Context: an optimization exercise on an open-source flow, tuned for small area. The choices shown serve that exercise and are no tape-out recipe.
Only simulation tests tie the RTL to the original design; equivalence was not proved.
Power figures rest on the tool's default switching activity, not on a simulated workload.

==> flow/design.v <==
module spi_mtc (
    input             clk,
    input             rst,
    input             cmd0_valid,
    input      [31:0] cmd0_word,
    output            cmd0_ready,
    output reg        rsp0_valid,
    output reg [31:0] rsp0_word,
    input             cmd1_valid,
    input      [31:0] cmd1_word,
    output            cmd1_ready,
    output reg        rsp1_valid,
    output reg [31:0] rsp1_word,
    output            cs_rtc,
    output            cs_sns,
    output            cs_lcd,
    output            lcd_rs,
    output            spi_cpol,
    output            spi_cpha,
    output     [3:0]  spi_clksel,
    output            sh_start,
    output reg [7:0]  sh_tx,
    input             sh_done,
    input      [7:0]  sh_rx,
    output            mem_en,
    output            mem_we,
    output reg [7:0]  mem_addr,
    output     [7:0]  mem_wdata,
    input      [7:0]  mem_rdata
);
    localparam [1:0] DEV_RTC = 2'd0, DEV_SNS = 2'd1, DEV_LCD = 2'd2, DEV_NONE = 2'd3;
    localparam [5:0] MODE_RTC = {4'd0, 1'b1, 1'b1};
    localparam [5:0] MODE_SNS = {4'd0, 1'b0, 1'b0};
    localparam [5:0] MODE_LCD = {4'd0, 1'b1, 1'b1};
    localparam CS_ACT_RTC = 1'b1;
    localparam CS_ACT_SNS = 1'b0;
    localparam CS_ACT_LCD = 1'b0;
    localparam RS_CMD  = 1'b0;
    localparam RS_DATA = 1'b1;
    localparam integer TUNIT         = 4;
    localparam integer T_SETUP       = 1;
    localparam integer T_HOLD        = 1;
    localparam integer T_SETTLE      = 2;
    localparam integer T_SNS_WARMUP  = 3;
    localparam integer T_LCD_POWERUP = 40;
    localparam [7:0] DLY_SETUP   = TUNIT * T_SETUP - 1;
    localparam [7:0] DLY_HOLD    = TUNIT * T_HOLD - 1;
    localparam [7:0] DLY_SETTLE  = TUNIT * T_SETTLE - 1;
    localparam [7:0] DLY_WARMUP  = TUNIT * T_SNS_WARMUP - 1;
    localparam [7:0] DLY_POWERUP = TUNIT * T_LCD_POWERUP - 1;
    localparam [7:0] DUMMY_BYTE    = 8'h00;
    localparam       RTC_WRITE_TAG = 1'b1;
    localparam [6:0] RTC_ADDR_SEC  = 7'h00;
    localparam [6:0] RTC_ADDR_MIN  = 7'h01;
    localparam [6:0] RTC_ADDR_HR   = 7'h02;
    localparam [3:0] OP_RTC_WR   = 4'h1, OP_RTC_RD   = 4'h2, OP_RTC_BWR = 4'h3,
                     OP_RTC_BRD  = 4'h4, OP_RTC_TIME = 4'h5, OP_FMT_TIME = 4'h6,
                     OP_SNS_CFG  = 4'h7, OP_SNS_RD   = 4'h8, OP_LCD_CMD = 4'h9,
                     OP_LCD_DAT  = 4'hA, OP_LCD_INIT = 4'hB, OP_LCD_DRAW = 4'hC,
                     OP_CR_RD    = 4'hD;
    localparam [3:0] ST_OK = 4'h0, ST_ILLEGAL = 4'h1, ST_BAD_OPERAND = 4'h2;
    function [7:0] lcd_init_seq(input [3:0] j);
        case (j)
            4'd0: lcd_init_seq = 8'h39;
            4'd1: lcd_init_seq = 8'h39;
            4'd2: lcd_init_seq = 8'h1E;
            4'd3: lcd_init_seq = 8'h55;
            4'd4: lcd_init_seq = 8'h6C;
            4'd5: lcd_init_seq = 8'h7F;
            4'd6: lcd_init_seq = 8'h0C;
            4'd7: lcd_init_seq = 8'h01;
            default: lcd_init_seq = 8'h06;
        endcase
    endfunction
    function [7:0] lcd_line_base(input [1:0] n);
        case (n)
            2'd0: lcd_line_base = 8'h80;
            2'd1: lcd_line_base = 8'h90;
            default: lcd_line_base = 8'hA0;
        endcase
    endfunction
    function [6:0] rtc_time_addr(input [1:0] k);
        case (k)
            2'd0: rtc_time_addr = RTC_ADDR_HR;
            2'd1: rtc_time_addr = RTC_ADDR_MIN;
            default: rtc_time_addr = RTC_ADDR_SEC;
        endcase
    endfunction
    function [7:0] tag_w(input [7:0] a);
        tag_w = {RTC_WRITE_TAG, a[6:0]};
    endfunction
    function [7:0] tag_r(input [7:0] a);
        tag_r = {~RTC_WRITE_TAG, a[6:0]};
    endfunction
    function is_legal(input [31:0] w);
        reg [7:0] c, a, b;
        begin
            c = w[23:16];
            a = w[15:8];
            b = w[7:0];
            if (w[27:24] != 4'h0)
                is_legal = 1'b0;
            else begin
                case (w[31:28])
                    OP_RTC_WR:                                  is_legal = (c == 8'h00);
                    OP_RTC_RD:                                  is_legal = (c == 8'h00) && (b == 8'h00);
                    OP_RTC_BWR, OP_RTC_BRD, OP_LCD_DRAW:        is_legal = 1'b1;
                    OP_RTC_TIME, OP_SNS_CFG, OP_SNS_RD, OP_LCD_INIT:
                                                                is_legal = (c == 8'h00) && (a == 8'h00) && (b == 8'h00);
                    OP_FMT_TIME, OP_LCD_CMD, OP_LCD_DAT, OP_CR_RD:
                                                                is_legal = (c == 8'h00) && (a == 8'h00);
                    default:                                    is_legal = 1'b0;
                endcase
            end
        end
    endfunction
    function is_bad_operand(input [31:0] w);
        reg [8:0] c, a, b;
        begin
            c = {1'b0, w[23:16]};
            a = {1'b0, w[15:8]};
            b = {1'b0, w[7:0]};
            case (w[31:28])
                OP_RTC_BWR, OP_RTC_BRD: is_bad_operand = (b == 9'd0) || (c + b > 9'd256);
                OP_LCD_DRAW:            is_bad_operand = (c > 9'd240) || (a > 9'd240) || (b > 9'd240);
                OP_CR_RD:               is_bad_operand = (b > 9'd4);
                default:                is_bad_operand = 1'b0;
            endcase
        end
    endfunction
    function is_bus_cmd(input [31:0] w);
        begin
            is_bus_cmd = is_legal(w) && !is_bad_operand(w) &&
                         (w[31:28] != OP_FMT_TIME) && (w[31:28] != OP_CR_RD);
        end
    endfunction
    reg        pend0, pend1;         
    reg [31:0] cmdw0, cmdw1;         
    reg        owned;                
    reg        owner;                
    reg [3:0]  op;                   
    reg [1:0]  sp_dev;               
    reg        sp_cpol, sp_cpha;
    reg [3:0]  sp_clksel;
    reg        done_f;               
    reg        busy_f;               
    reg [7:0]  rxhold;               
    reg        cs_rtc_r, cs_sns_r, cs_lcd_r, rs_r;
    reg [7:0]  t0, t1, t2, t3;       
    assign cmd0_ready = !pend0;
    assign cmd1_ready = !pend1;
    assign cs_rtc = cs_rtc_r;
    assign cs_sns = cs_sns_r;
    assign cs_lcd = cs_lcd_r;
    assign lcd_rs = rs_r;
    assign spi_cpol   = sp_cpol;
    assign spi_cpha   = sp_cpha;
    assign spi_clksel = sp_clksel;
    wire [9:0] cr0 = {sp_dev, sp_clksel, 2'b00, sp_cpol, sp_cpha};
    wire [1:0] cr1 = {busy_f, done_f};
    wire [7:0] cr2 = rxhold;
    wire [3:0] cr3 = {rs_r, cs_lcd_r, cs_sns_r, cs_rtc_r};
    wire [7:0] cr4 = {op, 2'b00, owner, owned};
    function [31:0] immediate_rsp(input [31:0] w);
        reg [7:0] b;
        begin
            b = w[7:0];
            if (!is_legal(w))
                immediate_rsp = {ST_ILLEGAL, 28'd0};
            else if (is_bad_operand(w))
                immediate_rsp = {ST_BAD_OPERAND, 28'd0};
            else if (w[31:28] == OP_FMT_TIME)
                immediate_rsp = {ST_OK, 20'd0, b[7:4] * 8'd10 + {4'd0, b[3:0]}};
            else begin
                case (b[2:0])
                    3'd0: immediate_rsp = {ST_OK, 18'd0, cr0};
                    3'd1: immediate_rsp = {ST_OK, 26'd0, cr1};
                    3'd2: immediate_rsp = {ST_OK, 20'd0, cr2};
                    3'd3: immediate_rsp = {ST_OK, 24'd0, cr3};
                    default: immediate_rsp = {ST_OK, 20'd0, cr4};
                endcase
            end
        end
    endfunction
    wire pend0_bus = pend0 && is_bus_cmd(cmdw0);
    wire pend1_bus = pend1 && is_bus_cmd(cmdw1);
    wire pend0_imm = pend0 && !is_bus_cmd(cmdw0);
    wire pend1_imm = pend1 && !is_bus_cmd(cmdw1);
    localparam [4:0] S_IDLE   = 5'd0,
                     S_PWRUP  = 5'd1,    
                     S_SCFG   = 5'd2,    
                     S_SDRAIN = 5'd3,    
                     S_TSTART = 5'd4,    
                     S_TMRD   = 5'd5,    
                     S_TMRDW  = 5'd6,
                     S_CFG    = 5'd7,
                     S_RSL    = 5'd8,    
                     S_SEL    = 5'd9,
                     S_SETUP  = 5'd10,
                     S_XSTART = 5'd11,   
                     S_XMRD   = 5'd12,   
                     S_XMRDW  = 5'd13,
                     S_RESEL  = 5'd14,   
                     S_DRAINB = 5'd15,
                     S_SHIFT  = 5'd16,
                     S_WAIT   = 5'd17,
                     S_TAKE   = 5'd18,
                     S_DRAINA = 5'd19,
                     S_MWR    = 5'd20,   
                     S_XEND   = 5'd21,
                     S_WARM   = 5'd22,   
                     S_XNEXT  = 5'd23,
                     S_HOLD   = 5'd24,
                     S_DESEL  = 5'd25,
                     S_SETTLE = 5'd26,
                     S_TNEXT  = 5'd27,
                     S_RESP   = 5'd28;
    reg [4:0]  st;
    reg [7:0]  dcnt;         
    reg [3:0]  tn;           
    reg [4:0]  chr;          
    reg [8:0]  xi;           
    wire [31:0] ow    = owner ? cmdw1 : cmdw0;
    wire [7:0]  opc   = ow[23:16];
    wire [7:0]  opa   = ow[15:8];
    wire [7:0]  opb   = ow[7:0];
    reg [1:0] t_dev;
    always @(*) begin
        case (op)
            OP_RTC_WR, OP_RTC_RD, OP_RTC_BWR, OP_RTC_BRD, OP_RTC_TIME: t_dev = DEV_RTC;
            OP_SNS_CFG, OP_SNS_RD:                                     t_dev = DEV_SNS;
            default:                                                   t_dev = DEV_LCD;
        endcase
    end
    wire t_is_data = (op == OP_LCD_DAT) || (op == OP_LCD_DRAW && chr != 5'd0);
    wire t_rs      = t_is_data ? RS_DATA : RS_CMD;
    reg [7:0] line_buf;
    always @(*) begin
        case (tn[1:0])
            2'd0: line_buf = opc;
            2'd1: line_buf = opa;
            default: line_buf = opb;
        endcase
    end
    wire       t_prerd   = (op == OP_LCD_DRAW) && (chr != 5'd0);
    wire [7:0] t_rd_addr = line_buf + {3'd0, chr} - 8'd1;
    reg [8:0] t_nx;          
    always @(*) begin
        case (op)
            OP_RTC_BWR, OP_RTC_BRD: t_nx = {1'b0, opb} + 9'd1;
            OP_SNS_RD:              t_nx = 9'd4;
            OP_RTC_WR, OP_RTC_RD, OP_RTC_TIME: t_nx = 9'd2;
            default:                t_nx = 9'd1;
        endcase
    end
    wire t_last = (op == OP_RTC_TIME) ? (tn == 4'd2) :
                  (op == OP_LCD_INIT) ? (tn == 4'd8) :
                  (op == OP_LCD_DRAW) ? (tn == 4'd2 && chr == 5'd16) : 1'b1;
    wire x_first  = (xi == 9'd0);
    wire x_prerd  = (op == OP_RTC_BWR) && !x_first;
    wire x_resel  = (op == OP_SNS_RD) && !x_first;
    wire x_drainb = (t_dev == DEV_LCD) && !t_is_data;
    wire x_draina = (t_dev == DEV_LCD) && t_is_data;
    wire x_take   = ((op == OP_RTC_RD || op == OP_RTC_TIME || op == OP_RTC_BRD) && !x_first) ||
                    (op == OP_SNS_RD);
    wire x_memwr  = (op == OP_RTC_BRD) && !x_first;
    wire x_warm   = (op == OP_SNS_RD) && x_first;
    wire [7:0] x_mem_addr = opc + xi[7:0] - 8'd1;
    reg [7:0] x_tx;
    always @(*) begin
        case (op)
            OP_RTC_WR:   x_tx = x_first ? tag_w(opa) : opb;
            OP_RTC_RD:   x_tx = x_first ? tag_r(opa) : DUMMY_BYTE;
            OP_RTC_BWR:  x_tx = x_first ? tag_w(opa) : t0;
            OP_RTC_BRD:  x_tx = x_first ? tag_r(opa) : DUMMY_BYTE;
            OP_RTC_TIME: x_tx = x_first ? tag_r({1'b0, rtc_time_addr(tn[1:0])}) : DUMMY_BYTE;
            OP_LCD_CMD, OP_LCD_DAT: x_tx = opb;
            OP_LCD_INIT: x_tx = lcd_init_seq(tn);
            OP_LCD_DRAW: x_tx = (chr == 5'd0) ? lcd_line_base(tn[1:0]) : t0;
            default:     x_tx = DUMMY_BYTE;
        endcase
    end
    reg [27:0] res;
    always @(*) begin
        case (op)
            OP_RTC_RD:   res = {20'd0, t0};
            OP_RTC_TIME: res = {4'd0, t1, t2, t3};
            OP_SNS_RD:   res = {t0[5:0], t1, t2, t3[7:2]};
            default:     res = 28'd0;
        endcase
    end
    assign sh_start  = (st == S_SHIFT);
    always @(*) sh_tx = (st == S_SHIFT) ? x_tx : 8'h00;
    assign mem_en    = (st == S_TMRD) || (st == S_XMRD) || (st == S_MWR);
    assign mem_we    = (st == S_MWR);
    assign mem_wdata = (st == S_MWR) ? t0 : 8'h00;
    always @(*) begin
        case (st)
            S_TMRD:         mem_addr = t_rd_addr;
            S_XMRD, S_MWR:  mem_addr = x_mem_addr;
            default:        mem_addr = 8'h00;
        endcase
    end
    task drive_cs(input [1:0] dev, input active);
        begin
            case (dev)
                DEV_RTC: cs_rtc_r <= active ? CS_ACT_RTC : ~CS_ACT_RTC;
                DEV_SNS: cs_sns_r <= active ? CS_ACT_SNS : ~CS_ACT_SNS;
                default: cs_lcd_r <= active ? CS_ACT_LCD : ~CS_ACT_LCD;
            endcase
        end
    endtask
    task load_mode(input [1:0] dev);
        begin
            sp_dev <= dev;
            case (dev)
                DEV_RTC: {sp_clksel, sp_cpol, sp_cpha} <= MODE_RTC;
                DEV_SNS: {sp_clksel, sp_cpol, sp_cpha} <= MODE_SNS;
                default: {sp_clksel, sp_cpol, sp_cpha} <= MODE_LCD;
            endcase
        end
    endtask
    always @(posedge clk) begin
        if (rst) begin
            pend0      <= 1'b0;
            pend1      <= 1'b0;
            rsp0_valid <= 1'b0;
            rsp1_valid <= 1'b0;
            rsp0_word  <= 32'd0;
            rsp1_word  <= 32'd0;
            owned      <= 1'b0;
            owner      <= 1'b0;
            op         <= 4'd0;
            sp_dev     <= DEV_NONE;
            sp_cpol    <= 1'b0;
            sp_cpha    <= 1'b0;
            sp_clksel  <= 4'd0;
            done_f     <= 1'b0;
            busy_f     <= 1'b0;
            rxhold     <= 8'h00;
            cs_rtc_r   <= ~CS_ACT_RTC;
            cs_sns_r   <= ~CS_ACT_SNS;
            cs_lcd_r   <= ~CS_ACT_LCD;
            rs_r       <= RS_CMD;
            st         <= S_IDLE;
            dcnt       <= 8'd0;
            tn         <= 4'd0;
            chr        <= 5'd0;
            xi         <= 9'd0;
        end else begin
            rsp0_valid <= 1'b0;
            rsp1_valid <= 1'b0;
            if (cmd0_valid && !pend0) begin
                pend0 <= 1'b1;
                cmdw0 <= cmd0_word;
            end else if (pend0_imm) begin
                pend0      <= 1'b0;
                rsp0_valid <= 1'b1;
                rsp0_word  <= immediate_rsp(cmdw0);
            end
            if (cmd1_valid && !pend1) begin
                pend1 <= 1'b1;
                cmdw1 <= cmd1_word;
            end else if (pend1_imm) begin
                pend1      <= 1'b0;
                rsp1_valid <= 1'b1;
                rsp1_word  <= immediate_rsp(cmdw1);
            end
            if (busy_f && sh_done) begin
                busy_f <= 1'b0;
                done_f <= 1'b1;
                rxhold <= sh_rx;
            end
            case (st)
                S_IDLE: begin
                    if (pend0_bus || pend1_bus) begin
                        owned <= 1'b1;
                        owner <= pend0_bus ? 1'b0 : 1'b1;
                        op    <= pend0_bus ? cmdw0[31:28] : cmdw1[31:28];
                        tn    <= 4'd0;
                        chr   <= 5'd0;
                        xi    <= 9'd0;
                        if ((pend0_bus ? cmdw0[31:28] : cmdw1[31:28]) == OP_LCD_INIT) begin
                            dcnt <= DLY_POWERUP;
                            st   <= S_PWRUP;
                        end else if ((pend0_bus ? cmdw0[31:28] : cmdw1[31:28]) == OP_SNS_CFG)
                            st <= S_SCFG;
                        else
                            st <= S_TSTART;
                    end
                end
                S_PWRUP: begin
                    if (dcnt == 8'd0) st <= S_TSTART;
                    else              dcnt <= dcnt - 8'd1;
                end
                S_SCFG: begin
                    load_mode(DEV_SNS);
                    st <= S_SDRAIN;
                end
                S_SDRAIN: begin
                    done_f <= 1'b0;
                    st     <= S_RESP;
                end
                S_TSTART: st <= t_prerd ? S_TMRD : S_CFG;
                S_TMRD:  st <= S_TMRDW;
                S_TMRDW: begin
                    t0 <= mem_rdata;
                    st <= S_CFG;
                end
                S_CFG: begin
                    load_mode(t_dev);
                    st <= (t_dev == DEV_LCD) ? S_RSL : S_SEL;
                end
                S_RSL: begin
                    rs_r <= t_rs;
                    st   <= S_SEL;
                end
                S_SEL: begin
                    drive_cs(t_dev, 1'b1);
                    dcnt <= DLY_SETUP;
                    st   <= S_SETUP;
                end
                S_SETUP: begin
                    if (dcnt == 8'd0) st <= S_XSTART;
                    else              dcnt <= dcnt - 8'd1;
                end
                S_XSTART: begin
                    if (x_prerd)       st <= S_XMRD;
                    else if (x_resel)  st <= S_RESEL;
                    else if (x_drainb) st <= S_DRAINB;
                    else               st <= S_SHIFT;
                end
                S_XMRD:  st <= S_XMRDW;
                S_XMRDW: begin
                    t0 <= mem_rdata;
                    st <= S_SHIFT;
                end
                S_RESEL: begin
                    drive_cs(DEV_SNS, 1'b1);
                    st <= S_SHIFT;
                end
                S_DRAINB: begin
                    done_f <= 1'b0;
                    st     <= S_SHIFT;
                end
                S_SHIFT: begin
                    busy_f <= 1'b1;
                    done_f <= 1'b0;
                    st     <= S_WAIT;
                end
                S_WAIT: begin
                    if (done_f) begin
                        if (x_take)        st <= S_TAKE;
                        else if (x_draina) st <= S_DRAINA;
                        else               st <= S_XEND;
                    end
                end
                S_TAKE: begin
                    done_f <= 1'b0;
                    case (op)
                        OP_RTC_TIME: begin
                            if (tn == 4'd0)      t1 <= rxhold;
                            else if (tn == 4'd1) t2 <= rxhold;
                            else                 t3 <= rxhold;
                        end
                        OP_SNS_RD: begin
                            case (xi[1:0])
                                2'd0: t0 <= rxhold;
                                2'd1: t1 <= rxhold;
                                2'd2: t2 <= rxhold;
                                default: t3 <= rxhold;
                            endcase
                        end
                        default: t0 <= rxhold;
                    endcase
                    st <= x_memwr ? S_MWR : S_XEND;
                end
                S_DRAINA: begin
                    done_f <= 1'b0;
                    st     <= S_XEND;
                end
                S_MWR: st <= S_XEND;
                S_XEND: begin
                    if (x_warm) begin
                        dcnt <= DLY_WARMUP;
                        st   <= S_WARM;
                    end else
                        st <= S_XNEXT;
                end
                S_WARM: begin
                    if (dcnt == 8'd0) st <= S_XNEXT;
                    else              dcnt <= dcnt - 8'd1;
                end
                S_XNEXT: begin
                    if (xi + 9'd1 < t_nx) begin
                        xi <= xi + 9'd1;
                        st <= S_XSTART;
                    end else begin
                        xi   <= 9'd0;
                        dcnt <= DLY_HOLD;
                        st   <= S_HOLD;
                    end
                end
                S_HOLD: begin
                    if (dcnt == 8'd0) st <= S_DESEL;
                    else              dcnt <= dcnt - 8'd1;
                end
                S_DESEL: begin
                    drive_cs(t_dev, 1'b0);
                    dcnt <= DLY_SETTLE;
                    st   <= S_SETTLE;
                end
                S_SETTLE: begin
                    if (dcnt == 8'd0) st <= S_TNEXT;
                    else              dcnt <= dcnt - 8'd1;
                end
                S_TNEXT: begin
                    if (t_last)
                        st <= S_RESP;
                    else begin
                        if (op == OP_LCD_DRAW) begin
                            if (chr == 5'd16) begin
                                chr <= 5'd0;
                                tn  <= tn + 4'd1;
                            end else
                                chr <= chr + 5'd1;
                        end else
                            tn <= tn + 4'd1;
                        st <= S_TSTART;
                    end
                end
                S_RESP: begin
                    if (owner) begin
                        pend1      <= 1'b0;
                        rsp1_valid <= 1'b1;
                        rsp1_word  <= {ST_OK, res};
                    end else begin
                        pend0      <= 1'b0;
                        rsp0_valid <= 1'b1;
                        rsp0_word  <= {ST_OK, res};
                    end
                    owned <= 1'b0;
                    owner <= 1'b0;
                    op    <= 4'd0;
                    st    <= S_IDLE;
                end
                default: st <= S_IDLE;
            endcase
        end
    end
endmodule
==> flow/run.sh <==
#!/bin/bash
# synth_recipe.tcl (not shown) runs the flow's synth.tcl, then flattens the netlist and writes it again
# the make line also repeats each setting of config.mk as NAME=value (left out here)
make -C /OpenROAD-flow-scripts/flow DESIGN_CONFIG=/design/flow/config.mk WORK_HOME=/design/flow/orfs CLKGATE_MAP_FILE= SYNTH_SCRIPT=/design/flow/synth_recipe.tcl finish
==> flow/config.mk <==
export PLATFORM = sky130hd
export DESIGN_NAME = spi_mtc
export DESIGN_NICKNAME = spi_mtc
export VERILOG_FILES = /design/flow/design.v
export SDC_FILE = /design/flow/constraint.sdc
export NUM_CORES = 4
export LEC_CHECK = 0
export CAP_MARGIN = 20
export CORE_MARGIN = 2
export CORE_UTILIZATION = 40
export PLACE_DENSITY = 0.6
export SLEW_MARGIN = 20
==> flow/constraint.sdc <==
create_clock -name core_clock -period 8.0 [get_ports {clk}]
set_input_delay 1.6000 -clock core_clock [delete_from_list [all_inputs] [get_ports {clk}]]
set_output_delay 1.6000 -clock core_clock [all_outputs]
set_load 0.01 [all_outputs]
==> run summary <==
## area by class of cell
class                           instances  area, um^2  share of cell area
Clock inverter                         16         176              0.0103
Multi-Input combinational cell       1206        7980               0.465
Inverter                               67         251              0.0146
Tap cell                              455         569              0.0332
Sequential cell                       225        5470               0.318
Clock buffer                           33         729              0.0425
Timing Repair Buffer                  205        2000               0.116
## cells by family after synthesis
kind of cell | count (synthesis)
AOI/OAI and AO/OA | 455
xor gates and xnor gates | 42
adders and majority gates | 85
buffers and inverters | 170
DFF | 225
muxes | 60
other | 1
and+or+nand+nor | 560
## cell usage in the layout, fill, tap and decap left out, drive strengths merged, types with 8 or more instances in the layout
| cell type | count |
|---|---|
| nand3 | 50 |
| nor3b | 9 |
| clkinv | 11 |
| a21o | 22 |
| xnor2 | 27 |
| edfxtp | 96 |
| clkdlybuf4s50 | 184 |
| a221oi | 18 |
| o31ai | 11 |
| clkbuf | 33 |
| mux2 | 19 |
| a31oi | 44 |
| xor2 | 15 |
| or3 | 11 |
| nor2b | 23 |
| dfxtp | 129 |
| nor3 | 52 |
| nor2 | 184 |
| mux2i | 37 |
| nor4 | 23 |
| a21oi | 130 |
| a311oi | 18 |
| and3 | 14 |
| ha | 77 |
| buf | 21 |
| fa | 8 |
| o21ai | 65 |
| o311ai | 8 |
| o22ai | 19 |
| nand4 | 9 |
| and2 | 18 |
| inv | 69 |
| a22oi | 35 |
| nand2 | 112 |
| a211oi | 25 |
| nand2b | 30 |
## routing by layer
metal | routed length, um | global-route usage
met5 | 0 | 0
met4 | 1940 | 0.0953
met3 | 3300 | 0.0318
met2 | 21600 | 0.407
met1 | 21100 | 0.355
## stage by stage
| stage | setup slack (ns) | instance area, um^2 | power, mW | util | hold WS [ns] |
|---|---|---|---|---|---|
| finish | 1.38 | 17200 | 3.83 | 0.496 | 0.467 |
| global route | 1.14 | 17200 | 4.02 | 0.496 | 0.491 |
| CTS | 1.43 | 17200 | 3.83 | 0.496 | 0.470 |
| detailed placement | 2.02 | 16300 | 2.56 | 0.469 | 0.462 |
| global placement | 2.19 | 16300 | 2.56 | 0.469 | 0.459 |
| floorplan | 2.40 | 14100 | 2.21 | - | 0.436 |
## critical path: cells and delay by family (launching register included)
kind,cells,cell delay (ns)
fa+ha+maj,4,1.34
compound gates,6,1.04
buf+inv,3,0.75
simple gates,2,0.62
flops,1,0.59
xor+xnor,1,0.12
## how the worst min path moves through the flow
stage / startpoint / end / slack, ns / cells after the start
2_1_floorplan: chr[4] / chr[4] / 0.44 / 1
3_3_place_gp: rsp1_word[26] / rsp1_word[26] / 0.46 / 2
3_5_place_dp: rsp1_word[25] / rsp1_word[25] / 0.46 / 2
4_1_cts: rsp1_word[25] / rsp1_word[25] / 0.47 / 2
5_1_grt: rsp1_word[24] / rsp1_word[24] / 0.49 / 2
6_report: rsp1_word[25] / rsp1_word[25] / 0.47 / 2
## power by group through the flow
stage	registers, mW	logic [mW]	clock network, mW
finish	1.35	1.22	1.26
global route	1.36	1.34	1.32
CTS	1.35	1.21	1.28
detailed placement	1.37	1.20	0
global placement	1.37	1.19	0
floorplan	1.30	0.907	0
## flip-flops by register name, indices dropped and copies added (netlist names), 2 cells and up, named ones only
register,cells
t3,8
cmdw1,32
t1,8
st,5
tn,4
op,4
sp_dev,2
cmdw0,32
t2,8
dcnt,8
xi,9
rxhold,8
rsp1_word,32
rsp0_word,32
t0,8
chr,5
==> run summary <==
status=complete, no violations; Starting Density=0.407; die width=192 um; HPWL after DPL=35.8 mm; most frequent cell after synthesis=nor2_1; fmax=151 MHz; YS warnings=1; largest family of logic cells by synthesized area=compound AO/OA/AOI/OAI gates; clock slew at reported path FFs=0.06 ns; xor/xnor share of the synthesized area=0.0261; fin crit share=0.828; Post-Syn Instances=1,598; Row Count=68; post-synthesis simple-gate area fraction=0.195; Async S/R FF share, synth=0; number of H-tree levels=1; Routed Antenna Nets=0; Setup Fix Bufs, Post-CTS=0; Final Wtd Congestion=0.942; CP max stage cell=dfxtp_1; worst r2r dst=dcnt[7]; post-synth top area share=0.205; Clock Latency Late Sink=0.56 ns; FF+latch count, synth=225; Rel. slew slack=0.297; initial drt markers=1,235; Yosys cell types=82; via/cell ratio=5.95; gr ovfl total=0; cts hold-fix bufs=0; initial antenna violation count=0; core area=34,600 um^2; worst setup path endpoint=mem_addr[7]; post-cts sizing count=0; most common library cells after synthesis=nor2_1, a21oi_1, dfxtp_1; # diodes=0; Synth area leaders=edfxtp_1, dfxtp_1, ha_1; mux share of post-synthesis cell area=0.0479; reg2reg start=cmdw0[0]; share of cells above drive strength 1=0.0645; RSZ-0062 raised after global routing=no; clock period minus worst slack=6.62 ns; crit-path cells=inv_1 > ha_1 > nor2_1 > a221oi_1 > ha_1 > inv_1 > ha_1 > fa_1 > a21o_1 > a21o_1 > a21o_1 > a21oi_1 > xnor2_1 > nor2b_1 > a41o_1 > clkdlybuf4s50_1; Post-synth EDFFs=96; Combinational Power Share=0.319; DRT Pass-1 Iters=6; vias post-DR=13,100; final setup fails=0; dominant cell type by area after synthesis=edfxtp_1; Main synth FF type=dfxtp_1; CTS Buf Count=27; clock sinks=225; all-layer global routing usage=0.256; clock power share=0.328; Buffers on Ports=185; Worst Setup End Kind=primary output; endpoints failing hold=0; Max Slew Vio Count=0; Worst Clk Skew=0.0177 ns; min-delay worst type=flip-flop to flip-flop; Adder-Cell Fraction of Synth Area=0.0798; vias in the first global route=12,300; Avg Inst Size Synth=8.81 um^2; Critical Path Source=tn[0]; Boundary Pins=190; placed cells=2,157; Max rail drop VDD=0.190 mV; Critical Path Start Type=flip-flop; WP data arrival=5.02 ns; setup TNS=0 ns; Worst Tran Pin Value=1.05 ns; crit path kind=flip-flop to primary output; CP peak stage delay=0.59 ns; R2R cell count=16; internal power=2.48 mW; Static Leak=6.07 nW; drt wl/cell=21.7 um; first-pass GRT wire length=72.5 mm; nets@finish=1,902; CTS root buf=clkbuf_16; setup slack, reg-to-reg=3.11 ns; largest net degree at the start of global routing=65; worst path required time=6.40 ns; Switching Fraction=0.353; mapped cell area=14,100 um^2; DRT Wirelength=47.9 mm; sequential element share of the synthesized area=0.388; compound-gate portion of the synthesized area=0.214; fillcell total=3,276; max-capacitance violation count=0; Net Switching=1.35 mW; sequential share of power=0.353; DIE HEIGHT=192 um; pwr dens=223 nW/um^2; Crit Path Max Fanout=14; CTS tree=yes; Residual DRC=0; die area=36,700 um^2; clock buffer depth=3; Area Growth Syn to Fin=21.9%; final std cells w/o fill=2,207

-- what the ideal ports hide --
Ports are ideal in the flow. The routed layout listed here was re-timed in OpenROAD. Step 1: set_driving_cell puts a clkbuf_16 on clk and a buf_2 on each other input, an assumption about the parent block. Step 2, shift: input delay + t, output delay - t, t = (earliest + latest rising clock arrival at the registers) / 2. This alone moves slack from input paths to output paths. Slacks: no drivers / after step 1 / after step 2; pairs: no drivers / after step 1.
t, ns: 0.604
slack for setup (ns): 1.376 / 1.324 / 1.928
worst setup path at the end: register to output
slew at the worst register clock pin (ns): 0.07 / 0.07
worst data-port slew with drivers (ns): 0.05
After both steps this run still meets setup and hold. The setup slack of this run moves by -0.052 ns with the drivers and by +0.552 ns with both steps.
